Source: an optimization exercise on an open RTL-to-GDS flow (aim: small area). Production flows keep margins and buffers that such runs may drop.
The RTL was checked by simulation tests, not by an equivalence proof against the original design.
No driver is modelled on the clock port, so clocking that relies on it looks cheaper here than on a real chip.
No activity file was given, so power comes from the tool's default toggle rates.

[flow/config.mk]
export PLATFORM = sky130hd
export DESIGN_NAME = es51986_decoder
export DESIGN_NICKNAME = es51986_decoder
export VERILOG_FILES = /design/flow/design.v
export SDC_FILE = /design/flow/constraint.sdc
export NUM_CORES = 4
export LEC_CHECK = 0
export CAP_MARGIN = 20
export CORE_MARGIN = 2
export CORE_UTILIZATION = 60
export PLACE_DENSITY = 0.75
export SLEW_MARGIN = 20
export SYNTH_HIERARCHICAL = 1
export SYNTH_MINIMUM_KEEP_SIZE = 0
[flow/flow/run.sh]
#!/bin/bash
# Standard ORFS layout with two changes: the port buffers are the smallest
# buffer cell, and clock tree synthesis adds no dummy loads and uses small
# clock buffers. Each tool's output is kept in orfs/logs; make's own output
# goes to standard.log.
set -euo pipefail
export BUFFER_PORTS_ARGS="-buffer_cell sky130_fd_sc_hd__buf_1"
export CTS_ARGS="-sink_clustering_enable -repair_clock_nets -dont_use_dummy_load -buf_list {sky130_fd_sc_hd__clkbuf_4 sky130_fd_sc_hd__clkbuf_8}"
bash standard.sh finish > standard.log 2>&1
[flow/design.v]
module g_a21o_1 (input wire A1, input wire A2, input wire B1, output wire X);
    assign X = (A1&A2) | (B1);
endmodule
module g_a221o_1 (input wire A1, input wire A2, input wire B1, input wire B2, input wire C1, output wire X);
    assign X = (B1&B2) | (A1&A2) | (C1);
endmodule
module g_a22o_1 (input wire A1, input wire A2, input wire B1, input wire B2, output wire X);
    assign X = (B1&B2) | (A1&A2);
endmodule
module g_a31oi_1 (input wire A1, input wire A2, input wire A3, input wire B1, output wire Y);
    assign Y = (!A1&!B1) | (!A2&!B1) | (!A3&!B1);
endmodule
module g_a32oi_1 (input wire A1, input wire A2, input wire A3, input wire B1, input wire B2, output wire Y);
    assign Y = (!A1&!B1) | (!A1&!B2) | (!A2&!B1) | (!A3&!B1) | (!A2&!B2) | (!A3&!B2);
endmodule
module g_and2_1 (input wire A, input wire B, output wire X);
    assign X = (A&B);
endmodule
module g_and3_1 (input wire A, input wire B, input wire C, output wire X);
    assign X = (A&B&C);
endmodule
module g_buf_1 (input wire A, output wire X);
    assign X = (A);
endmodule
module g_inv_1 (input wire A, output wire Y);
    assign Y = (!A);
endmodule
module g_nand2_1 (input wire A, input wire B, output wire Y);
    assign Y = (!A) | (!B);
endmodule
module g_nand2b_1 (input wire A_N, input wire B, output wire Y);
    assign Y = (A_N) | (!B);
endmodule
module g_nand3_1 (input wire A, input wire B, input wire C, output wire Y);
    assign Y = (!A) | (!B) | (!C);
endmodule
module g_nand3b_1 (input wire A_N, input wire B, input wire C, output wire Y);
    assign Y = (A_N) | (!B) | (!C);
endmodule
module g_nand4_1 (input wire A, input wire B, input wire C, input wire D, output wire Y);
    assign Y = (!A) | (!B) | (!C) | (!D);
endmodule
module g_nor2_1 (input wire A, input wire B, output wire Y);
    assign Y = (!A&!B);
endmodule
module g_o21a_1 (input wire A1, input wire A2, input wire B1, output wire X);
    assign X = (A1&B1) | (A2&B1);
endmodule
module g_o21ai_1 (input wire A1, input wire A2, input wire B1, output wire Y);
    assign Y = (!A1&!A2) | (!B1);
endmodule
module g_o22a_1 (input wire A1, input wire A2, input wire B1, input wire B2, output wire X);
    assign X = (A1&B1) | (A2&B1) | (A1&B2) | (A2&B2);
endmodule
module g_o22ai_1 (input wire A1, input wire A2, input wire B1, input wire B2, output wire Y);
    assign Y = (!B1&!B2) | (!A1&!A2);
endmodule
module g_o311a_1 (input wire A1, input wire A2, input wire A3, input wire B1, input wire C1, output wire X);
    assign X = (A1&B1&C1) | (A2&B1&C1) | (A3&B1&C1);
endmodule
module g_o311ai_1 (input wire A1, input wire A2, input wire A3, input wire B1, input wire C1, output wire Y);
    assign Y = (!A1&!A2&!A3) | (!B1) | (!C1);
endmodule
module g_or4_1 (input wire A, input wire B, input wire C, input wire D, output wire X);
    assign X = (A) | (B) | (C) | (D);
endmodule
module es_frame_decode (
    input  wire ov,
    input  wire [3:0] olen,
    input  wire [71:0] frame,
    output wire is_err,
    output wire [29:0] payload
);
    wire n2, n3, n4, n5, n6, n7, n8, n9, n10, n11, n12, n13, n14, n15, n16, n17, n18, n19, n20, n21, n22, n23, n24, n25, n26, n27, n28, n29, n30, n31, n32, n33, n34, n35, n36, n37, n38, n39, n40, n41, n42, n43, n44, n45, n46, n47, n48, n49, n50, n51, n52, n53, n54, n55, n56, n57, n58, n72, n73, n74, n79, n80, n81, n82, n83, n84, n85, n86, n87, n88, n89, n90, n91, n92, n93, n94, n95, n96, n97, n98, n99, n100, n101, n102, n103, n104, n105, n106, n107, n108, n109, n110, n111, n112, n113, n114, n115, n116, n117, n118, n119, n120, n121, n122, n123, n124, n125, n126, n127, n128, n129, n130, n131, n132, n133, n134, n135, n136, n137, n138, n139, n140, n141, n142, n143, n144, n145, n146, n147, n148, n149, n150, n151, n152, n153, n154, n155, n156, n157, n158, n159, n160, n161, n162, n163, n164, n165, n166, n167, n168, n169, n170, n171, n172, n173, n174, n175, n176, n177, n178, n179, n180, n181, n182, n183, n184, n185, n186, n187, n188, n189, n190, n191, n192, n193, n194, n195, n196, n197, n198, n199, n200, n201, n202, n203, n204, n205, n206, n207, n208, n209, n210, n211, n212, n213, n214, n215, n216, n217;
    assign n2 = ov;
    assign n3 = olen[0];
    assign n4 = olen[1];
    assign n5 = olen[2];
    assign n6 = olen[3];
    assign n7 = frame[0];
    assign n8 = frame[1];
    assign n9 = frame[2];
    assign n10 = frame[3];
    assign n11 = frame[4];
    assign n12 = frame[5];
    assign n13 = frame[6];
    assign n14 = frame[7];
    assign n15 = frame[8];
    assign n16 = frame[9];
    assign n17 = frame[10];
    assign n18 = frame[11];
    assign n19 = frame[12];
    assign n20 = frame[13];
    assign n21 = frame[14];
    assign n22 = frame[15];
    assign n23 = frame[16];
    assign n24 = frame[17];
    assign n25 = frame[18];
    assign n26 = frame[19];
    assign n27 = frame[20];
    assign n28 = frame[21];
    assign n29 = frame[22];
    assign n30 = frame[23];
    assign n31 = frame[24];
    assign n32 = frame[25];
    assign n33 = frame[26];
    assign n34 = frame[27];
    assign n35 = frame[28];
    assign n36 = frame[29];
    assign n37 = frame[30];
    assign n38 = frame[31];
    assign n39 = frame[32];
    assign n40 = frame[33];
    assign n41 = frame[34];
    assign n42 = frame[35];
    assign n43 = frame[36];
    assign n44 = frame[37];
    assign n45 = frame[38];
    assign n46 = frame[39];
    assign n47 = frame[40];
    assign n48 = frame[41];
    assign n49 = frame[42];
    assign n50 = frame[43];
    assign n51 = frame[44];
    assign n52 = frame[45];
    assign n53 = frame[46];
    assign n54 = frame[47];
    assign n55 = frame[48];
    assign n56 = frame[49];
    assign n57 = frame[50];
    assign n58 = frame[51];
    assign n59 = frame[52];
    assign n60 = frame[53];
    assign n61 = frame[54];
    assign n62 = frame[55];
    assign n63 = frame[56];
    assign n64 = frame[57];
    assign n65 = frame[58];
    assign n66 = frame[59];
    assign n67 = frame[60];
    assign n68 = frame[61];
    assign n69 = frame[62];
    assign n70 = frame[63];
    assign n71 = frame[64];
    assign n72 = frame[65];
    assign n73 = frame[66];
    assign n74 = frame[67];
    assign n75 = frame[68];
    assign n76 = frame[69];
    assign n77 = frame[70];
    assign n78 = frame[71];
    assign is_err = n79;
    assign payload[0] = n80;
    assign payload[1] = n81;
    assign payload[2] = n82;
    assign payload[3] = n83;
    assign payload[4] = n84;
    assign payload[5] = n85;
    assign payload[6] = n86;
    assign payload[7] = n87;
    assign payload[8] = n88;
    assign payload[9] = n89;
    assign payload[10] = n90;
    assign payload[11] = n91;
    assign payload[12] = n92;
    assign payload[13] = n93;
    assign payload[14] = n94;
    assign payload[15] = n95;
    assign payload[16] = n96;
    assign payload[17] = n97;
    assign payload[18] = n98;
    assign payload[19] = n99;
    assign payload[20] = n100;
    assign payload[21] = n101;
    assign payload[22] = n102;
    assign payload[23] = n103;
    assign payload[24] = n104;
    assign payload[25] = n105;
    assign payload[26] = n106;
    assign payload[27] = n107;
    assign payload[28] = n108;
    assign payload[29] = n109;
    g_and2_1 u0 (.A(n6), .B(n2), .X(n110));
    g_nor2_1 u1 (.A(n5), .B(n4), .Y(n111));
    g_nand3_1 u2 (.A(n110), .B(n3), .C(n111), .Y(n112));
    g_o21ai_1 u3 (.A1(n33), .A2(n32), .B1(n34), .Y(n113));
    g_nor2_1 u4 (.A(n38), .B(n37), .Y(n114));
    g_nand4_1 u5 (.A(n113), .B(n35), .C(n36), .D(n114), .Y(n115));
    g_o21ai_1 u6 (.A1(n24), .A2(n25), .B1(n26), .Y(n116));
    g_nor2_1 u7 (.A(n30), .B(n29), .Y(n117));
    g_nand4_1 u8 (.A(n116), .B(n27), .C(n28), .D(n117), .Y(n118));
    g_o21ai_1 u9 (.A1(n16), .A2(n17), .B1(n18), .Y(n119));
    g_nor2_1 u10 (.A(n22), .B(n21), .Y(n120));
    g_nand4_1 u11 (.A(n119), .B(n19), .C(n20), .D(n120), .Y(n121));
    g_inv_1 u12 (.A(n12), .Y(n122));
    g_nor2_1 u13 (.A(n14), .B(n122), .Y(n123));
    g_nand3_1 u14 (.A(n7), .B(n8), .C(n9), .Y(n124));
    g_nor2_1 u15 (.A(n10), .B(n13), .Y(n125));
    g_nand4_1 u16 (.A(n123), .B(n11), .C(n124), .D(n125), .Y(n126));
    g_nor2_1 u17 (.A(n112), .B(n126), .Y(n127));
    g_inv_1 u18 (.A(n127), .Y(n128));
    g_nor2_1 u19 (.A(n121), .B(n128), .Y(n129));
    g_inv_1 u20 (.A(n129), .Y(n130));
    g_nor2_1 u21 (.A(n118), .B(n130), .Y(n131));
    g_inv_1 u22 (.A(n131), .Y(n132));
    g_nor2_1 u23 (.A(n115), .B(n132), .Y(n133));
    g_nor2_1 u24 (.A(n112), .B(n133), .Y(n134));
    g_o21ai_1 u25 (.A1(n40), .A2(n41), .B1(n42), .Y(n135));
    g_nor2_1 u26 (.A(n46), .B(n45), .Y(n136));
    g_nand4_1 u27 (.A(n135), .B(n43), .C(n44), .D(n136), .Y(n137));
    g_nand2_1 u28 (.A(n133), .B(n137), .Y(n138));
    g_inv_1 u29 (.A(n138), .Y(n139));
    g_nor2_1 u30 (.A(n134), .B(n139), .Y(n140));
    g_inv_1 u31 (.A(n112), .Y(n141));
    g_inv_1 u32 (.A(n47), .Y(n142));
    g_nor2_1 u33 (.A(n50), .B(n142), .Y(n143));
    g_nor2_1 u34 (.A(n54), .B(n53), .Y(n144));
    g_nand3_1 u35 (.A(n144), .B(n51), .C(n52), .Y(n145));
    g_a31oi_1 u36 (.A1(n143), .A2(n48), .A3(n49), .B1(n145), .Y(n146));
    g_nand3_1 u37 (.A(n140), .B(n141), .C(n146), .Y(n147));
    g_inv_1 u38 (.A(n147), .Y(n148));
    g_and2_1 u39 (.A(n148), .B(n73), .X(n108));
    g_and2_1 u40 (.A(n148), .B(n74), .X(n107));
    g_and2_1 u41 (.A(n148), .B(n55), .X(n106));
    g_and2_1 u42 (.A(n148), .B(n56), .X(n105));
    g_and2_1 u43 (.A(n148), .B(n57), .X(n104));
    g_and2_1 u44 (.A(n148), .B(n58), .X(n103));
    g_inv_1 u45 (.A(n50), .Y(n149));
    g_nand2b_1 u46 (.A_N(n48), .B(n149), .Y(n150));
    g_o21ai_1 u47 (.A1(n49), .A2(n150), .B1(n142), .Y(n151));
    g_nor2_1 u48 (.A(n151), .B(n147), .Y(n102));
    g_nor2_1 u49 (.A(n48), .B(n47), .Y(n152));
    g_nor2_1 u50 (.A(n152), .B(n143), .Y(n153));
    g_nand2_1 u51 (.A(n48), .B(n47), .Y(n154));
    g_nand3_1 u52 (.A(n153), .B(n49), .C(n154), .Y(n155));
    g_a31oi_1 u53 (.A1(n155), .A2(n50), .A3(n154), .B1(n143), .Y(n156));
    g_nor2_1 u54 (.A(n156), .B(n147), .Y(n101));
    g_o21ai_1 u55 (.A1(n49), .A2(n142), .B1(n48), .Y(n157));
    g_o21a_1 u56 (.A1(n149), .A2(n157), .B1(n150), .X(n158));
    g_nor2_1 u57 (.A(n158), .B(n147), .Y(n100));
    g_o21a_1 u58 (.A1(n49), .A2(n153), .B1(n155), .X(n159));
    g_nor2_1 u59 (.A(n159), .B(n147), .Y(n99));
    g_inv_1 u60 (.A(n18), .Y(n160));
    g_nor2_1 u61 (.A(n160), .B(n147), .Y(n98));
    g_and2_1 u62 (.A(n148), .B(n17), .X(n97));
    g_and2_1 u63 (.A(n148), .B(n16), .X(n96));
    g_and2_1 u64 (.A(n148), .B(n15), .X(n95));
    g_and2_1 u65 (.A(n148), .B(n26), .X(n94));
    g_and2_1 u66 (.A(n148), .B(n25), .X(n93));
    g_and2_1 u67 (.A(n148), .B(n24), .X(n92));
    g_and2_1 u68 (.A(n148), .B(n23), .X(n91));
    g_and2_1 u69 (.A(n148), .B(n34), .X(n90));
    g_nand2_1 u70 (.A(n140), .B(n141), .Y(n161));
    g_nor2_1 u71 (.A(n146), .B(n161), .Y(n162));
    g_nand2_1 u72 (.A(n129), .B(n29), .Y(n163));
    g_nand2_1 u73 (.A(n141), .B(n13), .Y(n164));
    g_nand2_1 u74 (.A(n127), .B(n21), .Y(n165));
    g_nand3_1 u75 (.A(n163), .B(n164), .C(n165), .Y(n166));
    g_a221o_1 u76 (.A1(n37), .A2(n131), .B1(n133), .B2(n45), .C1(n166), .X(n167));
    g_a221o_1 u77 (.A1(n148), .A2(n32), .B1(n162), .B2(n53), .C1(n167), .X(n88));
    g_nand2_1 u78 (.A(n139), .B(n44), .Y(n168));
    g_nand2_1 u79 (.A(n141), .B(n126), .Y(n169));
    g_nand2_1 u80 (.A(n127), .B(n121), .Y(n170));
    g_inv_1 u81 (.A(n170), .Y(n171));
    g_nand2_1 u82 (.A(n171), .B(n20), .Y(n172));
    g_o21ai_1 u83 (.A1(n122), .A2(n169), .B1(n172), .Y(n173));
    g_a31oi_1 u84 (.A1(n28), .A2(n118), .A3(n129), .B1(n173), .Y(n174));
    g_and2_1 u85 (.A(n131), .B(n115), .X(n175));
    g_nand2_1 u86 (.A(n175), .B(n36), .Y(n176));
    g_nand3_1 u87 (.A(n168), .B(n174), .C(n176), .Y(n177));
    g_a221o_1 u88 (.A1(n148), .A2(n31), .B1(n162), .B2(n52), .C1(n177), .X(n87));
    g_nand2_1 u89 (.A(n139), .B(n43), .Y(n178));
    g_nand2_1 u90 (.A(n175), .B(n35), .Y(n179));
    g_inv_1 u91 (.A(n169), .Y(n180));
    g_nand2_1 u92 (.A(n180), .B(n11), .Y(n181));
    g_a32oi_1 u93 (.A1(n129), .A2(n27), .A3(n118), .B1(n19), .B2(n171), .Y(n182));
    g_nand4_1 u94 (.A(n178), .B(n179), .C(n181), .D(n182), .Y(n183));
    g_a221o_1 u95 (.A1(n148), .A2(n42), .B1(n162), .B2(n51), .C1(n183), .X(n86));
    g_nand2_1 u96 (.A(n139), .B(n42), .Y(n184));
    g_nand2_1 u97 (.A(n175), .B(n34), .Y(n185));
    g_o21ai_1 u98 (.A1(n10), .A2(n112), .B1(n110), .Y(n186));
    g_o21ai_1 u99 (.A1(n160), .A2(n170), .B1(n186), .Y(n187));
    g_a31oi_1 u100 (.A1(n26), .A2(n118), .A3(n129), .B1(n187), .Y(n188));
    g_nand3_1 u101 (.A(n184), .B(n185), .C(n188), .Y(n189));
    g_a221o_1 u102 (.A1(n148), .A2(n41), .B1(n162), .B2(n50), .C1(n189), .X(n85));
    g_nand2_1 u103 (.A(n175), .B(n33), .Y(n190));
    g_nand2_1 u104 (.A(n171), .B(n17), .Y(n191));
    g_nand2_1 u105 (.A(n2), .B(n5), .Y(n192));
    g_nand3_1 u106 (.A(n129), .B(n25), .C(n118), .Y(n193));
    g_nand4_1 u107 (.A(n190), .B(n191), .C(n192), .D(n193), .Y(n194));
    g_a221o_1 u108 (.A1(n9), .A2(n180), .B1(n139), .B2(n41), .C1(n194), .X(n195));
    g_a221o_1 u109 (.A1(n148), .A2(n40), .B1(n162), .B2(n49), .C1(n195), .X(n84));
    g_nand2_1 u110 (.A(n175), .B(n32), .Y(n196));
    g_nand2_1 u111 (.A(n171), .B(n16), .Y(n197));
    g_nand2_1 u112 (.A(n2), .B(n4), .Y(n198));
    g_nand3_1 u113 (.A(n129), .B(n24), .C(n118), .Y(n199));
    g_nand4_1 u114 (.A(n196), .B(n197), .C(n198), .D(n199), .Y(n200));
    g_a221o_1 u115 (.A1(n8), .A2(n180), .B1(n139), .B2(n40), .C1(n200), .X(n201));
    g_a221o_1 u116 (.A1(n148), .A2(n39), .B1(n162), .B2(n48), .C1(n201), .X(n83));
    g_nand2_1 u117 (.A(n139), .B(n39), .Y(n202));
    g_and3_1 u118 (.A(n112), .B(n2), .C(n3), .X(n203));
    g_a221o_1 u119 (.A1(n7), .A2(n180), .B1(n171), .B2(n15), .C1(n203), .X(n204));
    g_a31oi_1 u120 (.A1(n23), .A2(n118), .A3(n129), .B1(n204), .Y(n205));
    g_nand2_1 u121 (.A(n175), .B(n31), .Y(n206));
    g_nand3_1 u122 (.A(n202), .B(n205), .C(n206), .Y(n207));
    g_a221o_1 u123 (.A1(n148), .A2(n9), .B1(n162), .B2(n47), .C1(n207), .X(n82));
    g_nor2_1 u124 (.A(n8), .B(n147), .Y(n208));
    g_nor2_1 u125 (.A(n128), .B(n208), .Y(n81));
    g_nand2_1 u126 (.A(n148), .B(n7), .Y(n209));
    g_nand2_1 u127 (.A(n209), .B(n140), .Y(n80));
    g_and2_1 u128 (.A(n147), .B(n2), .X(n79));
    g_and2_1 u129 (.A(n148), .B(n72), .X(n109));
    g_nand2_1 u130 (.A(n148), .B(n33), .Y(n210));
    g_nand2_1 u131 (.A(n131), .B(n38), .Y(n211));
    g_nand2_1 u132 (.A(n129), .B(n30), .Y(n212));
    g_nand2_1 u133 (.A(n180), .B(n14), .Y(n213));
    g_nand3_1 u134 (.A(n211), .B(n212), .C(n213), .Y(n214));
    g_a22o_1 u135 (.A1(n22), .A2(n127), .B1(n133), .B2(n46), .X(n215));
    g_nor2_1 u136 (.A(n214), .B(n215), .Y(n216));
    g_nand3_1 u137 (.A(n140), .B(n54), .C(n141), .Y(n217));
    g_nand3_1 u138 (.A(n210), .B(n216), .C(n217), .Y(n89));
endmodule
module es_framer_next (
    input  wire rst,
    input  wire in_valid,
    input  wire [7:0] in_byte,
    input  wire after_cr,
    input  wire ov,
    input  wire [3:0] olen,
    output wire n_after_cr,
    output wire n_ov,
    output wire [3:0] n_olen,
    output wire append
);
    wire n2, n3, n4, n5, n6, n7, n8, n9, n10, n11, n12, n13, n14, n15, n16, n17, n18, n19, n20, n21, n22, n23, n24, n25, n26, n27, n28, n29, n30, n31, n32, n33, n34, n35, n36, n37, n38, n39, n40, n41, n42, n43, n44, n45, n46, n47, n48, n49, n50, n51, n52;
    assign n2 = rst;
    assign n3 = in_valid;
    assign n4 = in_byte[0];
    assign n5 = in_byte[1];
    assign n6 = in_byte[2];
    assign n7 = in_byte[3];
    assign n8 = in_byte[4];
    assign n9 = in_byte[5];
    assign n10 = in_byte[6];
    assign n11 = in_byte[7];
    assign n12 = after_cr;
    assign n13 = ov;
    assign n14 = olen[0];
    assign n15 = olen[1];
    assign n16 = olen[2];
    assign n17 = olen[3];
    assign n_after_cr = n18;
    assign n_ov = n19;
    assign n_olen[0] = n20;
    assign n_olen[1] = n21;
    assign n_olen[2] = n22;
    assign n_olen[3] = n23;
    assign append = n24;
    g_inv_1 u0 (.A(n16), .Y(n25));
    g_inv_1 u1 (.A(n15), .Y(n26));
    g_inv_1 u2 (.A(n4), .Y(n27));
    g_inv_1 u3 (.A(n6), .Y(n28));
    g_nand3_1 u4 (.A(n27), .B(n28), .C(n5), .Y(n29));
    g_nor2_1 u5 (.A(n9), .B(n8), .Y(n30));
    g_nor2_1 u6 (.A(n11), .B(n10), .Y(n31));
    g_nand3_1 u7 (.A(n30), .B(n31), .C(n7), .Y(n32));
    g_nor2_1 u8 (.A(n29), .B(n32), .Y(n33));
    g_or4_1 u9 (.A(n5), .B(n27), .C(n28), .D(n32), .X(n34));
    g_nand2_1 u10 (.A(n34), .B(n3), .Y(n35));
    g_nor2_1 u11 (.A(n33), .B(n35), .Y(n24));
    g_inv_1 u12 (.A(n13), .Y(n36));
    g_o21ai_1 u13 (.A1(n15), .A2(n36), .B1(n17), .Y(n37));
    g_nand2_1 u14 (.A(n36), .B(n14), .Y(n38));
    g_o21ai_1 u15 (.A1(n36), .A2(n37), .B1(n38), .Y(n39));
    g_nand2_1 u16 (.A(n24), .B(n39), .Y(n40));
    g_nor2_1 u17 (.A(n26), .B(n40), .Y(n41));
    g_inv_1 u18 (.A(n41), .Y(n42));
    g_o21ai_1 u19 (.A1(n25), .A2(n42), .B1(n37), .Y(n43));
    g_nor2_1 u20 (.A(n13), .B(n25), .Y(n44));
    g_inv_1 u21 (.A(n2), .Y(n45));
    g_o21ai_1 u22 (.A1(n44), .A2(n41), .B1(n45), .Y(n46));
    g_a31oi_1 u23 (.A1(n43), .A2(n24), .A3(n39), .B1(n46), .Y(n22));
    g_nor2_1 u24 (.A(n39), .B(n24), .Y(n47));
    g_nand2_1 u25 (.A(n40), .B(n45), .Y(n48));
    g_nor2_1 u26 (.A(n47), .B(n48), .Y(n20));
    g_o21ai_1 u27 (.A1(n13), .A2(n26), .B1(n40), .Y(n49));
    g_o311a_1 u28 (.A1(n26), .A2(n17), .A3(n40), .B1(n45), .C1(n49), .X(n21));
    g_o21ai_1 u29 (.A1(n3), .A2(n12), .B1(n35), .Y(n50));
    g_nor2_1 u30 (.A(n2), .B(n50), .Y(n18));
    g_and2_1 u31 (.A(n43), .B(n45), .X(n23));
    g_nand3b_1 u32 (.A_N(n33), .B(n17), .C(n39), .Y(n51));
    g_o311ai_1 u33 (.A1(n12), .A2(n32), .A3(n29), .B1(n51), .C1(n34), .Y(n52));
    g_and3_1 u34 (.A(n52), .B(n3), .C(n45), .X(n19));
endmodule
module es_resolver (
    input  wire [2:0] range_i,
    input  wire [3:0] func_i,
    input  wire [15:0] digits,
    output wire valid,
    output wire [1:0] place,
    output wire [2:0] prefix,
    output wire [2:0] base,
    output wire [2:0] len,
    output wire [39:0] text
);
    wire n2, n3, n4, n5, n6, n7, n8, n9, n10, n11, n12, n13, n14, n15, n16, n17, n18, n19, n20, n21, n22, n23, n24, n25, n26, n27, n28, n29, n30, n31, n32, n33, n34, n35, n36, n37, n38, n39, n40, n41, n42, n43, n44, n45, n46, n47, n48, n49, n50, n51, n52, n53, n54, n55, n56, n57, n58, n59, n60, n61, n62, n63, n64, n65, n66, n67, n68, n69, n70, n71, n72, n73, n74, n75, n76, n77, n78, n79, n80, n81, n82, n83, n84, n85, n86, n87, n88, n89, n90, n91, n92, n93, n94, n95, n96, n97, n98, n99, n100, n101, n102, n103, n104, n105, n106, n107, n108, n109, n110, n111, n112, n113, n114, n115, n116, n117, n118, n119, n120, n121, n122, n123, n124, n125, n126, n127, n128, n129, n130, n131, n132, n133, n134, n135, n136, n137, n138, n139, n140, n141, n142, n143, n144, n145, n146, n147, n148, n149, n150, n151, n152, n153, n154, n155, n156, n157, n158, n159, n160, n161, n162, n163, n164, n165, n166, n167, n168, n169, n170, n171, n172, n173, n174, n175, n176, n177, n178, n179, n180, n181, n182, n183;
    assign n2 = range_i[0];
    assign n3 = range_i[1];
    assign n4 = range_i[2];
    assign n5 = func_i[0];
    assign n6 = func_i[1];
    assign n7 = func_i[2];
    assign n8 = func_i[3];
    assign n9 = digits[0];
    assign n10 = digits[1];
    assign n11 = digits[2];
    assign n12 = digits[3];
    assign n13 = digits[4];
    assign n14 = digits[5];
    assign n15 = digits[6];
    assign n16 = digits[7];
    assign n17 = digits[8];
    assign n18 = digits[9];
    assign n19 = digits[10];
    assign n20 = digits[11];
    assign n21 = digits[12];
    assign n22 = digits[13];
    assign n23 = digits[14];
    assign n24 = digits[15];
    assign valid = n25;
    assign place[0] = n26;
    assign place[1] = n27;
    assign prefix[0] = n28;
    assign prefix[1] = n29;
    assign prefix[2] = n30;
    assign base[0] = n31;
    assign base[1] = n32;
    assign base[2] = n33;
    assign len[0] = n34;
    assign len[1] = n35;
    assign len[2] = n36;
    assign text[0] = n37;
    assign text[1] = n38;
    assign text[2] = n39;
    assign text[3] = n40;
    assign text[4] = n25;
    assign text[5] = n25;
    assign text[6] = 1'b0;
    assign text[7] = 1'b0;
    assign text[8] = n41;
    assign text[9] = n42;
    assign text[10] = n43;
    assign text[11] = n44;
    assign text[12] = n45;
    assign text[13] = n46;
    assign text[14] = 1'b0;
    assign text[15] = 1'b0;
    assign text[16] = n47;
    assign text[17] = n48;
    assign text[18] = n49;
    assign text[19] = n50;
    assign text[20] = n51;
    assign text[21] = n52;
    assign text[22] = 1'b0;
    assign text[23] = 1'b0;
    assign text[24] = n53;
    assign text[25] = n54;
    assign text[26] = n55;
    assign text[27] = n56;
    assign text[28] = n57;
    assign text[29] = n58;
    assign text[30] = 1'b0;
    assign text[31] = 1'b0;
    assign text[32] = n59;
    assign text[33] = n60;
    assign text[34] = n61;
    assign text[35] = n62;
    assign text[36] = n63;
    assign text[37] = n63;
    assign text[38] = 1'b0;
    assign text[39] = 1'b0;
    g_nor2_1 u0 (.A(n7), .B(n6), .Y(n64));
    g_nand3_1 u1 (.A(n64), .B(n8), .C(n5), .Y(n65));
    g_inv_1 u2 (.A(n65), .Y(n33));
    g_nor2_1 u3 (.A(n8), .B(n64), .Y(n66));
    g_nor2_1 u4 (.A(n4), .B(n3), .Y(n67));
    g_inv_1 u5 (.A(n67), .Y(n68));
    g_nor2_1 u6 (.A(n7), .B(n68), .Y(n69));
    g_inv_1 u7 (.A(n8), .Y(n70));
    g_inv_1 u8 (.A(n5), .Y(n71));
    g_nand2_1 u9 (.A(n64), .B(n71), .Y(n72));
    g_inv_1 u10 (.A(n6), .Y(n73));
    g_nand3_1 u11 (.A(n66), .B(n73), .C(n5), .Y(n74));
    g_o21ai_1 u12 (.A1(n70), .A2(n72), .B1(n74), .Y(n32));
    g_a21o_1 u13 (.A1(n66), .A2(n69), .B1(n32), .X(n75));
    g_inv_1 u14 (.A(n3), .Y(n76));
    g_inv_1 u15 (.A(n2), .Y(n77));
    g_nand2_1 u16 (.A(n76), .B(n77), .Y(n78));
    g_nand2_1 u17 (.A(n76), .B(n71), .Y(n79));
    g_nand2_1 u18 (.A(n3), .B(n5), .Y(n80));
    g_nand2_1 u19 (.A(n79), .B(n80), .Y(n81));
    g_nand2_1 u20 (.A(n81), .B(n2), .Y(n82));
    g_o21ai_1 u21 (.A1(n71), .A2(n78), .B1(n82), .Y(n83));
    g_nand2_1 u22 (.A(n75), .B(n83), .Y(n84));
    g_nor2_1 u23 (.A(n4), .B(n77), .Y(n85));
    g_inv_1 u24 (.A(n4), .Y(n86));
    g_nor2_1 u25 (.A(n2), .B(n86), .Y(n87));
    g_nor2_1 u26 (.A(n85), .B(n87), .Y(n88));
    g_nand3_1 u27 (.A(n67), .B(n70), .C(n73), .Y(n89));
    g_nand2_1 u28 (.A(n65), .B(n89), .Y(n90));
    g_o21ai_1 u29 (.A1(n3), .A2(n88), .B1(n90), .Y(n91));
    g_inv_1 u30 (.A(n88), .Y(n92));
    g_nand2b_1 u31 (.A_N(n74), .B(n92), .Y(n93));
    g_a31oi_1 u32 (.A1(n78), .A2(n70), .A3(n4), .B1(n72), .Y(n31));
    g_nor2_1 u33 (.A(n67), .B(n85), .Y(n94));
    g_nor2_1 u34 (.A(n2), .B(n76), .Y(n95));
    g_nand2_1 u35 (.A(n95), .B(n4), .Y(n96));
    g_nand3_1 u36 (.A(n31), .B(n94), .C(n96), .Y(n97));
    g_nand4_1 u37 (.A(n84), .B(n91), .C(n93), .D(n97), .Y(n26));
    g_nor2_1 u38 (.A(n92), .B(n83), .Y(n98));
    g_o22a_1 u39 (.A1(n5), .A2(n89), .B1(n65), .B2(n98), .X(n99));
    g_nand2_1 u40 (.A(n92), .B(n81), .Y(n100));
    g_nand3_1 u41 (.A(n75), .B(n91), .C(n100), .Y(n101));
    g_nand2_1 u42 (.A(n99), .B(n101), .Y(n27));
    g_nor2_1 u43 (.A(n26), .B(n27), .Y(n102));
    g_nand3_1 u44 (.A(n64), .B(n86), .C(n80), .Y(n103));
    g_nand2_1 u45 (.A(n102), .B(n103), .Y(n25));
    g_inv_1 u46 (.A(n13), .Y(n104));
    g_nor2_1 u47 (.A(n22), .B(n21), .Y(n105));
    g_nor2_1 u48 (.A(n24), .B(n23), .Y(n106));
    g_nand2_1 u49 (.A(n105), .B(n106), .Y(n107));
    g_nor2_1 u50 (.A(n107), .B(n27), .Y(n108));
    g_inv_1 u51 (.A(n108), .Y(n109));
    g_o21ai_1 u52 (.A1(n107), .A2(n26), .B1(n27), .Y(n110));
    g_nand3_1 u53 (.A(n25), .B(n109), .C(n110), .Y(n111));
    g_inv_1 u54 (.A(n25), .Y(n112));
    g_or4_1 u55 (.A(n17), .B(n18), .C(n20), .D(n19), .X(n113));
    g_nor2_1 u56 (.A(n113), .B(n109), .Y(n114));
    g_nor2_1 u57 (.A(n112), .B(n114), .Y(n115));
    g_inv_1 u58 (.A(n115), .Y(n116));
    g_nor2_1 u59 (.A(n109), .B(n116), .Y(n117));
    g_inv_1 u60 (.A(n117), .Y(n118));
    g_nor2_1 u61 (.A(n26), .B(n118), .Y(n119));
    g_inv_1 u62 (.A(n119), .Y(n120));
    g_nand2_1 u63 (.A(n114), .B(n26), .Y(n121));
    g_nand2_1 u64 (.A(n120), .B(n121), .Y(n122));
    g_a32oi_1 u65 (.A1(n17), .A2(n26), .A3(n27), .B1(n122), .B2(n9), .Y(n123));
    g_o21ai_1 u66 (.A1(n104), .A2(n111), .B1(n123), .Y(n47));
    g_inv_1 u67 (.A(n9), .Y(n124));
    g_nor2_1 u68 (.A(n116), .B(n119), .Y(n58));
    g_inv_1 u69 (.A(n26), .Y(n125));
    g_inv_1 u70 (.A(n27), .Y(n126));
    g_nor2_1 u71 (.A(n125), .B(n126), .Y(n127));
    g_nor2_1 u72 (.A(n107), .B(n127), .Y(n128));
    g_nor2_1 u73 (.A(n102), .B(n128), .Y(n63));
    g_inv_1 u74 (.A(n63), .Y(n129));
    g_nand2_1 u75 (.A(n58), .B(n129), .Y(n130));
    g_o22ai_1 u76 (.A1(n104), .A2(n110), .B1(n124), .B2(n130), .Y(n53));
    g_inv_1 u77 (.A(n11), .Y(n131));
    g_nor2_1 u78 (.A(n131), .B(n129), .Y(n61));
    g_inv_1 u79 (.A(n10), .Y(n132));
    g_nor2_1 u80 (.A(n132), .B(n129), .Y(n60));
    g_nor2_1 u81 (.A(n124), .B(n129), .Y(n59));
    g_nor2_1 u82 (.A(n127), .B(n122), .Y(n133));
    g_nand2_1 u83 (.A(n133), .B(n111), .Y(n51));
    g_nor2_1 u84 (.A(n115), .B(n51), .Y(n134));
    g_inv_1 u85 (.A(n15), .Y(n135));
    g_nor2_1 u86 (.A(n14), .B(n16), .Y(n136));
    g_a31oi_1 u87 (.A1(n104), .A2(n135), .A3(n136), .B1(n103), .Y(n137));
    g_nand2_1 u88 (.A(n134), .B(n137), .Y(n138));
    g_nand3_1 u89 (.A(n138), .B(n120), .C(n121), .Y(n35));
    g_and3_1 u90 (.A(n138), .B(n25), .C(n130), .X(n34));
    g_nand2_1 u91 (.A(n34), .B(n134), .Y(n139));
    g_a22o_1 u92 (.A1(n114), .A2(n15), .B1(n19), .B2(n128), .X(n140));
    g_o21ai_1 u93 (.A1(n23), .A2(n140), .B1(n25), .Y(n141));
    g_o21ai_1 u94 (.A1(n131), .A2(n139), .B1(n141), .Y(n39));
    g_a22o_1 u95 (.A1(n114), .A2(n14), .B1(n18), .B2(n128), .X(n142));
    g_o21ai_1 u96 (.A1(n22), .A2(n142), .B1(n25), .Y(n143));
    g_o21ai_1 u97 (.A1(n132), .A2(n139), .B1(n143), .Y(n38));
    g_a22o_1 u98 (.A1(n114), .A2(n13), .B1(n17), .B2(n128), .X(n144));
    g_o21ai_1 u99 (.A1(n21), .A2(n144), .B1(n25), .Y(n145));
    g_o21ai_1 u100 (.A1(n124), .A2(n139), .B1(n145), .Y(n37));
    g_inv_1 u101 (.A(n127), .Y(n146));
    g_nand3_1 u102 (.A(n146), .B(n25), .C(n107), .Y(n147));
    g_inv_1 u103 (.A(n147), .Y(n148));
    g_a32oi_1 u104 (.A1(n115), .A2(n13), .A3(n108), .B1(n148), .B2(n17), .Y(n149));
    g_o21ai_1 u105 (.A1(n124), .A2(n138), .B1(n149), .Y(n41));
    g_o21ai_1 u106 (.A1(n15), .A2(n126), .B1(n63), .Y(n150));
    g_o21ai_1 u107 (.A1(n131), .A2(n130), .B1(n150), .Y(n55));
    g_o21ai_1 u108 (.A1(n14), .A2(n126), .B1(n63), .Y(n151));
    g_o21ai_1 u109 (.A1(n132), .A2(n130), .B1(n151), .Y(n54));
    g_nand3_1 u110 (.A(n133), .B(n115), .C(n111), .Y(n152));
    g_nand2_1 u111 (.A(n122), .B(n11), .Y(n153));
    g_nand2_1 u112 (.A(n127), .B(n19), .Y(n154));
    g_inv_1 u113 (.A(n111), .Y(n155));
    g_nand2_1 u114 (.A(n155), .B(n15), .Y(n156));
    g_nand4_1 u115 (.A(n152), .B(n153), .C(n154), .D(n156), .Y(n49));
    g_nand2_1 u116 (.A(n122), .B(n10), .Y(n157));
    g_nand2_1 u117 (.A(n155), .B(n14), .Y(n158));
    g_nand2_1 u118 (.A(n127), .B(n18), .Y(n159));
    g_nand4_1 u119 (.A(n152), .B(n157), .C(n158), .D(n159), .Y(n48));
    g_nand3_1 u120 (.A(n134), .B(n11), .C(n137), .Y(n160));
    g_nor2_1 u121 (.A(n148), .B(n117), .Y(n161));
    g_nand2_1 u122 (.A(n51), .B(n161), .Y(n162));
    g_nand2_1 u123 (.A(n117), .B(n15), .Y(n163));
    g_nand2_1 u124 (.A(n148), .B(n19), .Y(n164));
    g_nand4_1 u125 (.A(n160), .B(n162), .C(n163), .D(n164), .Y(n43));
    g_a22o_1 u126 (.A1(n18), .A2(n148), .B1(n117), .B2(n14), .X(n165));
    g_inv_1 u127 (.A(n162), .Y(n166));
    g_nor2_1 u128 (.A(n165), .B(n166), .Y(n167));
    g_o21ai_1 u129 (.A1(n132), .A2(n138), .B1(n167), .Y(n42));
    g_inv_1 u130 (.A(n12), .Y(n168));
    g_a22o_1 u131 (.A1(n114), .A2(n16), .B1(n20), .B2(n128), .X(n169));
    g_o21ai_1 u132 (.A1(n24), .A2(n169), .B1(n25), .Y(n170));
    g_o21ai_1 u133 (.A1(n168), .A2(n139), .B1(n170), .Y(n40));
    g_a22o_1 u134 (.A1(n20), .A2(n148), .B1(n117), .B2(n16), .X(n171));
    g_nor2_1 u135 (.A(n171), .B(n166), .Y(n172));
    g_o21ai_1 u136 (.A1(n168), .A2(n138), .B1(n172), .Y(n44));
    g_nand2_1 u137 (.A(n122), .B(n12), .Y(n173));
    g_nand2_1 u138 (.A(n127), .B(n20), .Y(n174));
    g_nand2_1 u139 (.A(n155), .B(n16), .Y(n175));
    g_nand4_1 u140 (.A(n152), .B(n173), .C(n174), .D(n175), .Y(n50));
    g_o21ai_1 u141 (.A1(n16), .A2(n126), .B1(n63), .Y(n176));
    g_o21ai_1 u142 (.A1(n168), .A2(n130), .B1(n176), .Y(n56));
    g_nor2_1 u143 (.A(n168), .B(n129), .Y(n62));
    g_nand2_1 u144 (.A(n138), .B(n161), .Y(n45));
    g_nand3_1 u145 (.A(n138), .B(n102), .C(n161), .Y(n46));
    g_inv_1 u146 (.A(n134), .Y(n52));
    g_nand2_1 u147 (.A(n130), .B(n126), .Y(n57));
    g_buf_1 u148 (.A(n58), .X(n36));
    g_nand3_1 u149 (.A(n96), .B(n5), .C(n64), .Y(n177));
    g_nor2_1 u150 (.A(n177), .B(n112), .Y(n30));
    g_o21ai_1 u151 (.A1(n68), .A2(n127), .B1(n32), .Y(n178));
    g_and3_1 u152 (.A(n178), .B(n25), .C(n177), .X(n29));
    g_o21ai_1 u153 (.A1(n67), .A2(n95), .B1(n8), .Y(n179));
    g_o21ai_1 u154 (.A1(n6), .A2(n87), .B1(n179), .Y(n180));
    g_nor2_1 u155 (.A(n5), .B(n180), .Y(n181));
    g_nor2_1 u156 (.A(n71), .B(n179), .Y(n182));
    g_o21ai_1 u157 (.A1(n181), .A2(n182), .B1(n25), .Y(n183));
    g_o21ai_1 u158 (.A1(n4), .A2(n178), .B1(n183), .Y(n28));
endmodule
module es51986_decoder (
    input  wire        clk,
    input  wire        rst,           
    input  wire        in_valid,
    input  wire [7:0]  in_byte,
    output wire        out_valid,
    output wire        out_is_err,
    output wire [29:0] out_payload,
    input  wire [2:0]  q_range,
    input  wire [3:0]  q_func,
    input  wire [15:0] q_digits,      
    output wire        res_valid,
    output wire [1:0]  res_place,
    output wire [2:0]  res_prefix,
    output wire [2:0]  res_base,
    output wire [2:0]  res_len,
    output wire [39:0] res_text
);
    reg        after_cr;     
    reg        ov;           
    reg [3:0]  olen;         
    reg [71:0] sr;           
    wire       n_after_cr, n_ov, append;
    wire [3:0] n_olen;
    es_framer_next u_next (
        .rst(rst), .in_valid(in_valid), .in_byte(in_byte),
        .after_cr(after_cr), .ov(ov), .olen(olen),
        .n_after_cr(n_after_cr), .n_ov(n_ov), .n_olen(n_olen), .append(append)
    );
    always @(posedge clk) begin
        after_cr <= n_after_cr;
        ov       <= n_ov;
        olen     <= n_olen;
    end
    always @(posedge clk) begin
        if (append)
            sr <= {sr[63:0], in_byte};
    end
    es_frame_decode u_dec (
        .ov(ov), .olen(olen),
        .frame({sr[7:0], sr[15:8], sr[23:16], sr[31:24], sr[39:32],
                sr[47:40], sr[55:48], sr[63:56], sr[71:64]}),
        .is_err(out_is_err), .payload(out_payload)
    );
    assign out_valid = ov;
    reg [2:0]  qr;
    reg [3:0]  qf;
    reg [15:0] qd;
    always @(posedge clk) begin
        qr <= q_range;
        qf <= q_func;
        qd <= q_digits;
    end
    es_resolver u_res (
        .range_i(qr), .func_i(qf), .digits(qd),
        .valid(res_valid), .place(res_place), .prefix(res_prefix), .base(res_base),
        .len(res_len), .text(res_text)
    );
endmodule
[flow/constraint.sdc]
create_clock -name core_clock -period 8.5 [get_ports {clk}]
set_input_delay 1.7000 -clock core_clock [delete_from_list [all_inputs] [get_ports {clk}]]
set_output_delay 1.7000 -clock core_clock [all_outputs]
set_load 0.01 [all_outputs]
[flow/standard.sh]
#!/bin/bash
# synth_recipe.tcl (not shown) runs the flow's synth.tcl, then flattens the netlist and writes it again
# the make line also repeats each setting of config.mk as NAME=value (left out here)
make -C /OpenROAD-flow-scripts/flow DESIGN_CONFIG=/design/flow/config.mk WORK_HOME=/design/flow/orfs CLKGATE_MAP_FILE= SYNTH_SCRIPT=/design/flow/synth_recipe.tcl "${@:-finish}"
==> impl_metrics.yaml, run 1 <==
global_route:
  grt_start_max_net_pins: 75
  grt_pass1_wl_um: 16500
  antenna_found_initial: 0
  grt_usage_pct: 24.2
  grt_pass1_vias: 3396
  overflow: 0
setup_path:
  end_kind: "output port"
  cp_max_fo: 13
  required_ns: 6.80
  startpoint: "qf[1]"
  cpMaxStageDelayCell: "nor2_1"
  start_kind: "register"
  crit_family: "simple AND/OR/NAND/NOR gates"
  arrival_ns: 5.10
  cpPeakStageDelay_ns: 0.37
  crit_chain: "nor2_1 > nand2_1 > o21ai_1 > a21o_1 > nand2_1 > nand4_1 > nor2_1 > nand2_1 > inv_1 > nor2_1 > inv_1 > nor2_1 > inv_1 > nor2_1 > inv_1 > nand2_1 > nor2_1 > nand2_1 > nor2_1 > nand2_1 > and3_1 > nand2_1 > o21ai_1 > buf_1"
  worst-path-buf-inv: 5
  rr_startpoint: "ov"
  crit_type: "reg2out"
sta:
  finalClockSkew_ns: 0.0179
  fmax_ghz: 0.147
  rsz0062_at_grt: "no"
  slew_violations: 0
  setup-tns-final_ns: 0
  finalHoldViolations: 0
  setup_viol: 0
  slew_headroom_pct: 42.0
  setup_ws_ns: 1.70
  fin_crit_sh_pct: 80.0
  tightest_slew_ns: 0.870
  layout_min_cycle_time_ns: 6.80
layout:
  num_antenna_cells: 0
  design_area_um2: 5060
  num-fill-cells: 693
  final_cells: 665
  final_layout_size_suffix_gt1_share_pct: 1.96
  area_growth_pct: 1.20
  layout.nets: 596
yosys:
  synth-simple-area-share_pct: 18.4
  synth_compound_area_share_pct: 10.3
  ys_warn_count: 24
  synth_top_cell_area_share_pct: 43.2
  yosys.area_share.adder_pct: 0
  yosysSeqAreaShare_pct: 54.8
  synth_mux_area_share_pct: 0
  synth_top_family_by_area: "simple AND/OR/NAND/NOR gates"
  netlist_area_um2: 5000
  synth-xor-area-share_pct: 0
  ys_ff_latch: 101
  avgSynthCellArea_um2: 9.62
  netlist_instances: 520
  synth_top_cell_by_area: "edfxtp_1"
  yosys-top-cells-area: "edfxtp_1, buf_4, dfxtp_1"
  ys_types: 25
drt:
  firstDrtPassIters: 5
  vias_per_cell: 5.74
  antenna_left: 0
  vias: 3819
  drcViolationCount: 0
  avgRoutedWirePerCell_um: 16.2
  drt-total-wl_um: 10800
  drtIter0Drc: 339
min_path:
  hold_path.startpoint: "sr[13]"
  hold_path.class: "reg2reg"
clocking:
  cts_setup_buffers: 0
  h-tree-depth: 3
  clk-insertion-delay-late_ns: 0.35
  tritoncts: "done"
  clockBufferDepth: 2
  ctsHoldBuffers: 0
  numCtsBuffers: 9
  clock-sinks: 101
  clkTransAtPathRegs_ns: 0.08
  post_cts_resized: 0
  cts_root_buf: "clkbuf_8"
die:
  die_h_um: 95.3
  rows: 33
  coreArea_um2: 8130
  boundaryPins: 118
  start_util_pct: 61.5
  die_x_um: 95.3
  die-area_um2: 9080
placed_design:
  dpl.hpwl_um: 8070
  pre_cts_ws_ns: 2.37
  post_dp_cell_area_um2: 4940
  gp_congestion: 0.983
  dp.cells: 656
  portBuffers: 107
pwr:
  peakVddDrop_mv: 0.132
  leakagePower_nw: 1.97
  finalPower_w: 0.000946
  pwr_density_cell_nw_per_um2: 187
job:
  cap_violations: 0
run_status:
  status: "finished clean"
-- synth_stat cells --
master and count:
a21o_1 1, a221o_1 11, a22o_1 7, a31oi_1 8, a32oi_1 3, and2_1 19
and3_1 4, buf_4 86, conb_1 1, dfxtp_1 29, edfxtp_1 72, inv_1 47
nand2_1 67, nand2b_1 2, nand3_1 29, nand3b_1 1, nand4_1 13, nor2_1 70
o21a_1 2, o21ai_1 42, o22a_1 1, o22ai_1 1, o311a_1 1, o311ai_1 1
or4_1 2
-- through the flow --
stage,hold slack [ns],util (%)
after floorplan,0.400,-
after global placement,0.401,60.7
after detailed placement,0.405,60.7
after CTS,0.422,62.2
after global routing,0.426,62.2
final,0.420,62.2
-- cells in the final DEF, fill, tap and decap left out, types with 2 or more instances in the layout --
cell / Yosys / final
conb_1: 1 / 10
nand4_1: 13 / 13
and3_1: 4 / 4
or4_1: 2 / 2
nor2_1: 70 / 69
o21ai_1: 42 / 42
inv_1: 47 / 47
a221o_1: 11 / 11
dfxtp_1: 29 / 29
o21a_1: 2 / 2
clkbuf_8: 0 / 9
a31oi_1: 8 / 8
a22o_1: 7 / 7
nand3_1: 29 / 29
edfxtp_1: 72 / 72
a32oi_1: 3 / 3
and2_1: 19 / 19
buf_1: 0 / 107
nand2b_1: 2 / 2
nand2_1: 67 / 67
-- final timing paths --
kind | endpoint | cells past startpoint | slack, ns
worst min register to register | sr[21] | 0 | 0.42
worst max register to register | olen[2] | 8 | 6.83
worst min-delay path | sr[21] | 0 | 0.42
worst max-delay path | res_text[0] | 24 | 1.70
-- per-module statistics from Yosys, one instance, submodules excluded, excerpt --
module     times used  cells inside  flip-flops and latches
g_a22o_1            7             1                       0
g_o22ai_1           1             1                       0
g_a31oi_1           8             1                       0
g_o21ai_1          42             1                       0
g_nand2_1          67             1                       0
g_o311a_1           1             1                       0
g_inv_1            47             1                       0
g_nand4_1          13             1                       0
g_or4_1             2             1                       0
g_o22a_1            1             1                       0
g_and2_1           19             1                       0
g_nand3_1          29             1                       0
g_nor2_1           70             1                       0
-- flip-flops by register name, summed over array words and instances (netlist names) --
signal / count
sr: 72
qf: 4
after_cr: 1
qd: 16
ov: 1
olen: 4
qr: 3
-- metal layers --
layer	vias to the layer above	global-route usage, %	wire [um]
li1	1776	-	-
met2	222	37.0	5050
met1	1790	34.4	4510
met5	-	0	0
met3	31	4.66	976
met4	0	9.06	245
-- report_power, final --
group	internal, W	switching, W
Sequential	0.000560	0.0000230
Combinational	0.0000398	0.0000913
Clock	0.0000952	0.000136
Total	0.000695	0.000250
-- cell type report --
cell class / count / area (um^2) / area share [%]
Timing Repair Buffer: 108 / 409 / 8.08
Clock buffer: 9 / 124 / 2.45
Sequential cell: 101 / 2740 / 54.2
Inverter: 47 / 176 / 3.48
Multi-Input combinational cell: 295 / 1480 / 29.2
Tap cell: 105 / 131 / 2.60
-- logic make-up (layout without fill, tap and decap cells) --
kind of cell | count (synthesis) | count (layout)
AND/OR/NAND/NOR | 207 | 207
other | 1 | 10
flip-flops | 101 | 101
AO/OA/AOI/OAI | 78 | 78
buffers and inverters | 133 | 164
==> run 2: changes to the inputs <==
--- a/flow/flow/run.sh
+++ b/flow/flow/run.sh
@@ -5,5 +5,5 @@
 # goes to standard.log.
 set -euo pipefail
 export BUFFER_PORTS_ARGS="-buffer_cell sky130_fd_sc_hd__buf_1"
-export CTS_ARGS="-sink_clustering_enable -repair_clock_nets -dont_use_dummy_load -buf_list {sky130_fd_sc_hd__clkbuf_4 sky130_fd_sc_hd__clkbuf_8}"
+export CTS_ARGS="-sink_clustering_enable -repair_clock_nets -dont_use_dummy_load -buf_list sky130_fd_sc_hd__clkbuf_8"
 bash standard.sh finish > standard.log 2>&1
==> run 2 against run 1 <==
Synthesized cell count unchanged. Cell area unchanged. Fmax unchanged. Highest routed layer unchanged. Still clean on timing, DRC and antenna. Sequential power about the same. Critical path depth unchanged. Via count unchanged. Core utilization unchanged. Sequential share of layout area unchanged. Cell count unchanged.
==> impl_metrics.yaml, run 2 <==
die:
  boundaryPins: 118
  coreArea_um2: 8130
  die_h_um: 95.3
  rows: 33
  die_x_um: 95.3
  start_util_pct: 61.5
  die-area_um2: 9080
clocking:
  cts_setup_buffers: 0
  clockBufferDepth: 2
  numCtsBuffers: 9
  clkTransAtPathRegs_ns: 0.08
  clock-sinks: 101
  cts_root_buf: "clkbuf_8"
  clk-insertion-delay-late_ns: 0.35
  h-tree-depth: 3
  tritoncts: "done"
  post_cts_resized: 0
  ctsHoldBuffers: 0
pwr:
  seqPwrFrac_pct: 61.7
  pwr_density_cell_nw_per_um2: 187
  clkPwrFrac_pct: 24.5
  leakagePower_nw: 1.97
  p_int_w: 0.000695
  p_sw_share_pct: 26.5
  power_frac_comb_pct: 13.9
  p_switching_w: 0.000250
  peakVddDrop_mv: 0.132
drt:
  drcViolationCount: 0
  firstDrtPassIters: 5
  drt-total-wl_um: 10800
  vias_per_cell: 5.74
  antenna_left: 0
  drtIter0Drc: 339
  vias: 3819
  avgRoutedWirePerCell_um: 16.2
yosys:
  synth_most_common_cell: "buf_4"
  ys_ff_latch: 101
  yosysSeqAreaShare_pct: 54.8
  avgSynthCellArea_um2: 9.62
  synth_top_cell_area_share_pct: 43.2
  synth_ff_type: "edfxtp_1"
  synth_edf_count: 72
  yosys-top-cells-count: "buf_4, edfxtp_1, nor2_1, nand2_1, inv_1"
  netlist_instances: 520
  synthArstFlopShare_pct: 0
  netlist_area_um2: 5000
  ys_types: 25
  synth_top_cell_by_area: "edfxtp_1"
  yosys-top-cells-area: "edfxtp_1, buf_4, dfxtp_1"
  ys_warn_count: 24
run_status:
  status: "finished clean"
setup_path:
  end_kind: "output port"
  cpPeakStageDelay_ns: 0.37
  crit_family: "simple AND/OR/NAND/NOR gates"
  cp_max_fo: 13
  worst-path-buf-inv: 5
  start_kind: "register"
  required_ns: 6.80
  cpMaxStageDelayCell: "nor2_1"
  arrival_ns: 5.10
  crit_type: "reg2out"
  crit_chain: "nor2_1 > nand2_1 > o21ai_1 > a21o_1 > nand2_1 > nand4_1 > nor2_1 > nand2_1 > inv_1 > nor2_1 > inv_1 > nor2_1 > inv_1 > nor2_1 > inv_1 > nand2_1 > nor2_1 > nand2_1 > nor2_1 > nand2_1 > and3_1 > nand2_1 > o21ai_1 > buf_1"
global_route:
  grt_usage_pct: 24.2
  overflow: 0
  grt_start_max_net_pins: 75
  antenna_found_initial: 0
  grt_pass1_wl_um: 16500
  grt_pass1_vias: 3396
layout:
  reg_top3: "sr x72, qd x16"
  layout.nets: 596
  regMostFlops: "sr"
  final_cells: 665
  largest_reg_flops: 72
  num_antenna_cells: 0
  final_layout_size_suffix_gt1_share_pct: 1.96
  area_growth_pct: 1.20
  layout.cells.most_common_list: "buf_1, edfxtp_1, nor2_1, nand2_1, inv_1"
  final_common_cell: "buf_1"
sta:
  layout_min_cycle_time_ns: 6.80
  finalClockSkew_ns: 0.0179
  tightest_slew_ns: 0.870
  slew_headroom_pct: 42.0
  rsz0062_at_grt: "no"
  fin_crit_sh_pct: 80.0
  setup_viol: 0
  slew_violations: 0
  setup-tns-final_ns: 0
  finalHoldViolations: 0
  fmax_ghz: 0.147
placed_design:
  dp.cells: 656
  dpl.hpwl_um: 8070
  portBuffers: 107
  gp_congestion: 0.983
min_path:
  hold_path.class: "reg2reg"
job:
  cap_violations: 0
run 2: cell counts in the layout (fill, tap and decap cells not counted):
No cell type changed its count.
run 2: cells by family after synthesis:
group           synth area share [%]
compound gates                  10.3
buf+inv                         16.4
flops                           54.8
other cells                   0.0750
simple gates                    18.4
run 2: path summary, 6_finish.rpt:
path / startpoint / endpoint / slack (ns) / cells after the start
setup / recovery: qf[1] / res_text[0] / 1.70 / 24
hold reg to reg: sr[13] / sr[21] / 0.42 / 0
hold / removal: sr[13] / sr[21] / 0.42 / 0
setup reg to reg: ov / olen[2] / 6.83 / 8
run 2: cell type report:
| type | instances | area, um^2 |
|---|---|---|
| clock buffers | 9 | 124 |
| fillers | 693 | 3070 |
| inverters | 47 | 176 |
| multi-input cells | 295 | 1480 |
| flip-flops and latches | 101 | 2740 |
| well taps | 105 | 131 |
| repair buffers | 108 | 409 |
run 2: Yosys stat by module (local to each module, per instance), a selection:
| module | cells inside | area [um^2] | flip-flops and latches | copies in the design |
|---|---|---|---|---|
| g_a32oi_1 | 1 | 8.76 | 0 | 3 |
| g_nand2_1 | 1 | 3.75 | 0 | 67 |
| g_o21ai_1 | 1 | 5.00 | 0 | 42 |
| g_inv_1 | 1 | 3.75 | 0 | 47 |
| g_a22o_1 | 1 | 8.76 | 0 | 7 |
| g_and3_1 | 1 | 6.26 | 0 | 4 |
| g_a21o_1 | 1 | 7.51 | 0 | 1 |
| g_a31oi_1 | 1 | 6.26 | 0 | 8 |
run 2: per-layer routing:
layer | global-route usage (%) | up-vias | part of all wire [%]
li1 | - | 1776 | -
met1 | 34.4 | 1790 | 42
met2 | 37.0 | 222 | 47
met3 | 4.66 | 31 | 9.1
met4 | 9.06 | 0 | 2.3
met5 | 0 | - | 0
run 2: stage by stage:
| stage | util [%] | instance area [um^2] | total power [W] | hold WS (ns) | setup WS (ns) |
|---|---|---|---|---|---|
| 2_1_floorplan | - | 5040 | 0.000717 | 0.400 | 2.03 |
| 3_3_place_gp | 60.7 | 4940 | 0.000722 | 0.401 | 2.32 |
| 3_5_place_dp | 60.7 | 4940 | 0.000723 | 0.405 | 2.37 |
| 6_report | 62.2 | 5060 | 0.000946 | 0.420 | 1.70 |
| 4_1_cts | 62.2 | 5060 | 0.000950 | 0.422 | 1.96 |
| 5_1_grt | 62.2 | 5060 | 0.000986 | 0.426 | 1.31 |
run 2: power groups by stage:
stage                     Clock (W)  Combinational (W)  Sequential (W)
after floorplan                   0           0.000132        0.000586
after global placement            0           0.000129        0.000593
after detailed placement          0           0.000129        0.000594
after CTS                  0.000238           0.000130        0.000583
after global routing       0.000253           0.000147        0.000587
final                      0.000231           0.000131        0.000583
==> run 3: changes to the inputs <==
==> flow/flow/run.sh (replaced) <==
#!/bin/bash
set -euo pipefail
export BUFFER_PORTS_ARGS="-buffer_cell sky130_fd_sc_hd__buf_1"
export CTS_ARGS="-sink_clustering_enable -repair_clock_nets -dont_use_dummy_load -buf_list sky130_fd_sc_hd__clkbuf_8"
bash standard.sh cts > standard_cts.log 2>&1
R=orfs/results/$FLOW_PLATFORM/es51986_decoder/base
IN_ODB=$R/4_cts.odb IN_SDC=$R/4_cts.sdc OUT_ODB=$R/4_cts_sized.odb SLEW_LIMIT=0.120 \
    openroad -no_init -exit flow/clock_sizing.tcl > clock_sizing.log 2>&1
cp $R/4_cts_sized.odb $R/4_cts.odb
bash standard.sh finish > standard.log 2>&1
==> flow/flow/clock_sizing.tcl (new file) <==
# Clock buffer sizing after CTS: each clock buffer is tried at
# sky130_fd_sc_hd__clkbuf_4, then sky130_fd_sc_hd__clkbuf_2, and keeps the
# smaller cell only if the largest flip-flop clock-pin slew, estimated from
# the placement, stays under SLEW_LIMIT (ns). Every buffer keeps its place.
set platform $::env(FLOW_HOME)/platforms/$::env(FLOW_PLATFORM)
foreach lib [glob $platform/lib/*.lib] {
  if {![string match "*dummy*" $lib]} { read_liberty $lib }
}
read_db $::env(IN_ODB)
read_sdc $::env(IN_SDC)
source $platform/setRC.tcl
set_propagated_clock [all_clocks]
set limit $::env(SLEW_LIMIT)
proc maxslew {} {
  estimate_parasitics -placement
  set mx 0
  foreach p [get_pins -hierarchical */CLK] {
    foreach prop {slew_max_rise slew_max_fall} {
      set s [get_property $p $prop]
      if {$s > $mx} { set mx $s }
    }
  }
  return $mx
}
puts "start: largest clock-pin slew [maxslew]"
foreach target {sky130_fd_sc_hd__clkbuf_4 sky130_fd_sc_hd__clkbuf_2} {
  set tz [string range $target [expr [string last _ $target] + 1] end]
  foreach inst [get_cells *] {
    set m [get_property $inst ref_name]
    if {![string match "sky130_fd_sc_hd__clkbuf_*" $m]} { continue }
    set sz [string range $m [expr [string last _ $m] + 1] end]
    if {$tz >= $sz} { continue }
    replace_cell $inst $target
    set s [maxslew]
    if {$s > $limit} {
      replace_cell $inst $m
    } else {
      puts "[get_full_name $inst]: $m -> $target (largest clock-pin slew $s)"
    }
  }
}
puts "end: largest clock-pin slew [maxslew]"
write_db $::env(OUT_ODB)
==> run 3 against run 2 <==
Critical path type unchanged. Sequential cell count unchanged. Clock power is 13% lower. Register-to-register slack hardly changed. Non-clock buffer count unchanged. Sequential share of layout area up 0.34 points. Wire length decreased by 0.72%. Global-route usage about the same. Synthesized area is the same. Still clean. Sequential power barely moved.
==> impl_metrics.yaml, run 3 <==
layout:
  final_common_cell: "buf_1"
  largest_reg_flops: 72
  layout.nets: 596
  reg_top3: "sr x72, qd x16"
  final_layout_size_suffix_gt1_share_pct: 1.96
  area_growth_pct: 0.575
  fin_util_pct: 61.9
  regMostFlops: "sr"
  num_antenna_cells: 0
  layout.cells.most_common_list: "buf_1, edfxtp_1, nor2_1, nand2_1, inv_1"
  design_area_um2: 5030
yosys:
  yosysSeqAreaShare_pct: 54.8
  ys_ff_latch: 101
  yosys-top-cells-count: "buf_4, edfxtp_1, nor2_1, nand2_1, inv_1"
  yosys-top-cells-area: "edfxtp_1, buf_4, dfxtp_1"
  ys_types: 25
  avgSynthCellArea_um2: 9.62
  synth_top_cell_area_share_pct: 43.2
  synth_edf_count: 72
  synthArstFlopShare_pct: 0
  netlist_instances: 520
  synth_ff_type: "edfxtp_1"
  ys_warn_count: 24
  netlist_area_um2: 5000
  synth_top_cell_by_area: "edfxtp_1"
  synth_most_common_cell: "buf_4"
clocking:
  post_cts_resized: 0
  ctsHoldBuffers: 0
  tritoncts: "done"
  h-tree-depth: 3
  clockBufferDepth: 2
  numCtsBuffers: 9
  cts_setup_buffers: 0
  clk-insertion-delay-late_ns: 0.42
  cts_root_buf: "clkbuf_8"
  clock-sinks: 101
  clkTransAtPathRegs_ns: 0.08
pwr:
  finalPower_w: 0.000915
  peakVddDrop_mv: 0.132
  pwr_density_cell_nw_per_um2: 182
  leakagePower_nw: 1.96
setup_path:
  reg2reg_depth: 8
  cpPeakStageDelay_ns: 0.36
  arrival_ns: 5.13
  required_ns: 6.80
  startpoint: "qf[1]"
  rr_startpoint: "ov"
  crit_chain: "nor2_1 > nand2_1 > o21ai_1 > a21o_1 > nand2_1 > nand4_1 > nor2_1 > nand2_1 > inv_1 > nor2_1 > inv_1 > nor2_1 > inv_1 > nor2_1 > inv_1 > nand2_1 > nor2_1 > nand2_1 > nor2_1 > nand2_1 > and3_1 > nand2_1 > o21ai_1 > buf_1"
  start_kind: "register"
  end_kind: "output port"
  cp_max_fo: 13
  crit_type: "reg2out"
  rr_endpoint: "olen[2]"
  cpMaxStageDelayCell: "nand2_1"
  rrSetupSlack_ns: 6.82
sta:
  slew_violations: 0
  rsz0062_at_grt: "no"
  fin_crit_sh_pct: 80.4
  tightest_slew_ns: 0.873
  finalHoldViolations: 0
  setup_viol: 0
  setup-tns-final_ns: 0
  whs_ns: 0.425
  slew_headroom_pct: 41.8
  fmax_ghz: 0.146
  finalClockSkew_ns: 0.0338
  layout_min_cycle_time_ns: 6.83
min_path:
  hold_path.class: "reg2reg"
  hold_path.startpoint: "sr[20]"
  hold_path_end: "sr[28]"
  whs_path_depth: 0
die:
  die_x_um: 95.3
  coreArea_um2: 8130
  start_util_pct: 61.5
  die_h_um: 95.3
  rows: 33
  boundaryPins: 118
  die-area_um2: 9080
global_route:
  grt_pass1_wl_um: 16500
  grt_usage_pct: 24.1
  grt_start_max_net_pins: 75
  overflow: 0
  antenna_found_initial: 0
  grt_pass1_vias: 3395
placed_design:
  gp_congestion: 0.983
  portBuffers: 107
  dpl.hpwl_um: 8070
  post_dp_cell_area_um2: 4940
drt:
  firstDrtPassIters: 5
  avgRoutedWirePerCell_um: 16.1
  drtIter0Drc: 419
  drt-total-wl_um: 10700
  vias_per_cell: 5.74
  vias: 3817
  drcViolationCount: 0
  antenna_left: 0
job:
  cap_violations: 0
run_status:
  status: "finished clean"
run 3: worst max-delay path, delay by kind of cell, from the launching register on:
kind,cells,cell delay [ns]
and+or+nand+nor,16,3.28
DFF,1,0.33
AOI/OAI and AO/OA,3,0.58
buffers and inverters,5,0.55
run 3: modules after synthesis, one instance, submodules excluded, a selection:
| module | times used | flip-flops and latches | cell area [um^2] | cells inside |
|---|---|---|---|---|
| g_nand2_1 | 67 | 0 | 3.75 | 1 |
| g_nand2b_1 | 2 | 0 | 6.26 | 1 |
| g_and2_1 | 19 | 0 | 6.26 | 1 |
| g_nor2_1 | 70 | 0 | 3.75 | 1 |
| g_a221o_1 | 11 | 0 | 10.0 | 1 |
| g_or4_1 | 2 | 0 | 7.51 | 1 |
| g_inv_1 | 47 | 0 | 3.75 | 1 |
| es51986_decoder | 1 | 101 | 2740 | 101 |
| g_nand4_1 | 13 | 0 | 6.26 | 1 |
| g_buf_1 | 1 | 0 | 7.51 | 1 |
| g_o22ai_1 | 1 | 0 | 6.26 | 1 |
| g_o311ai_1 | 1 | 0 | 8.76 | 1 |
| g_o21a_1 | 2 | 0 | 7.51 | 1 |
| g_nand3b_1 | 1 | 0 | 7.51 | 1 |
run 3: worst max path at each step:
stage / end / slack, ns / cells past startpoint
finish: res_text[0] / 1.67 / 24
global route: res_text[0] / 1.26 / 24
detailed placement: res_text[0] / 2.37 / 24
CTS: res_text[0] / 1.96 / 24
global placement: res_text[0] / 2.32 / 24
floorplan: olen[2] / 2.03 / 11
run 3: logic make-up after synthesis:
logic type | after synthesis | synth area share (%)
buffers and inverters | 133 | 16.4
AO/OA/AOI/OAI | 78 | 10.3
other | 1 | 0.0750
flip-flops | 101 | 54.8
AND/OR/NAND/NOR | 207 | 18.4
run 3: report_power, final:
part	leakage (nW)	total [W]	switching (W)	internal, W
clock network	0.0518	0.000201	0.000132	0.0000696
registers	0.947	0.000583	0.0000230	0.000560
logic	0.956	0.000131	0.0000907	0.0000398
run 3: layout make-up:
class | count | area (um^2)
Fill cell | 699 | 3100
Timing Repair Buffer | 108 | 409
Sequential cell | 101 | 2740
Multi-Input combinational cell | 295 | 1480
Clock buffer | 9 | 92.6
Inverter | 47 | 176
Tap cell | 105 | 131
run 3: stage by stage:
step	instances	setup slack, ns
2_1_floorplan	529	2.03
3_3_place_gp	656	2.32
3_5_place_dp	656	2.37
4_1_cts	665	1.96
5_1_grt	665	1.26
6_report	665	1.67
run 3: per-layer routing:
metal	vias to the layer above	part of all wire, %	GRT usage (%)
met3	24	10	4.66
met5	-	0	0
met1	1784	41	34.4
li1	1777	-	-
met2	232	47	37.0
met4	0	1.5	9.06

-- re-timing with driven ports --
In the flow no input, the clock included, has a driving cell. The finished layouts below were timed again as built, in two steps. Step 1 (the two cells are an assumption about what drives the block):
set clk [get_ports {clk}]
set_driving_cell -lib_cell sky130_fd_sc_hd__clkbuf_16 $clk
set_driving_cell -lib_cell sky130_fd_sc_hd__buf_2 [delete_from_list [all_inputs] $clk]
Step 2, shift: input delay + t, output delay - t, t = (earliest + latest rising clock arrival at the registers) / 2. This alone moves slack from input paths to output paths. a / b / c = ideal ports / drivers / drivers and shift; a / b = the first two.
run | t (ns) | slack for setup (ns) | latest minus earliest clock arrival (ns)
run 1 | 0.377 | 1.704 / 1.673 / 2.050 | 0.034 / 0.034
run 2 | 0.377 | 1.704 / 1.673 / 2.050 | 0.034 / 0.034
run 3 | 0.436 | 1.668 / 1.639 / 2.076 | 0.036 / 0.035
After both steps every run listed still meets setup and hold.
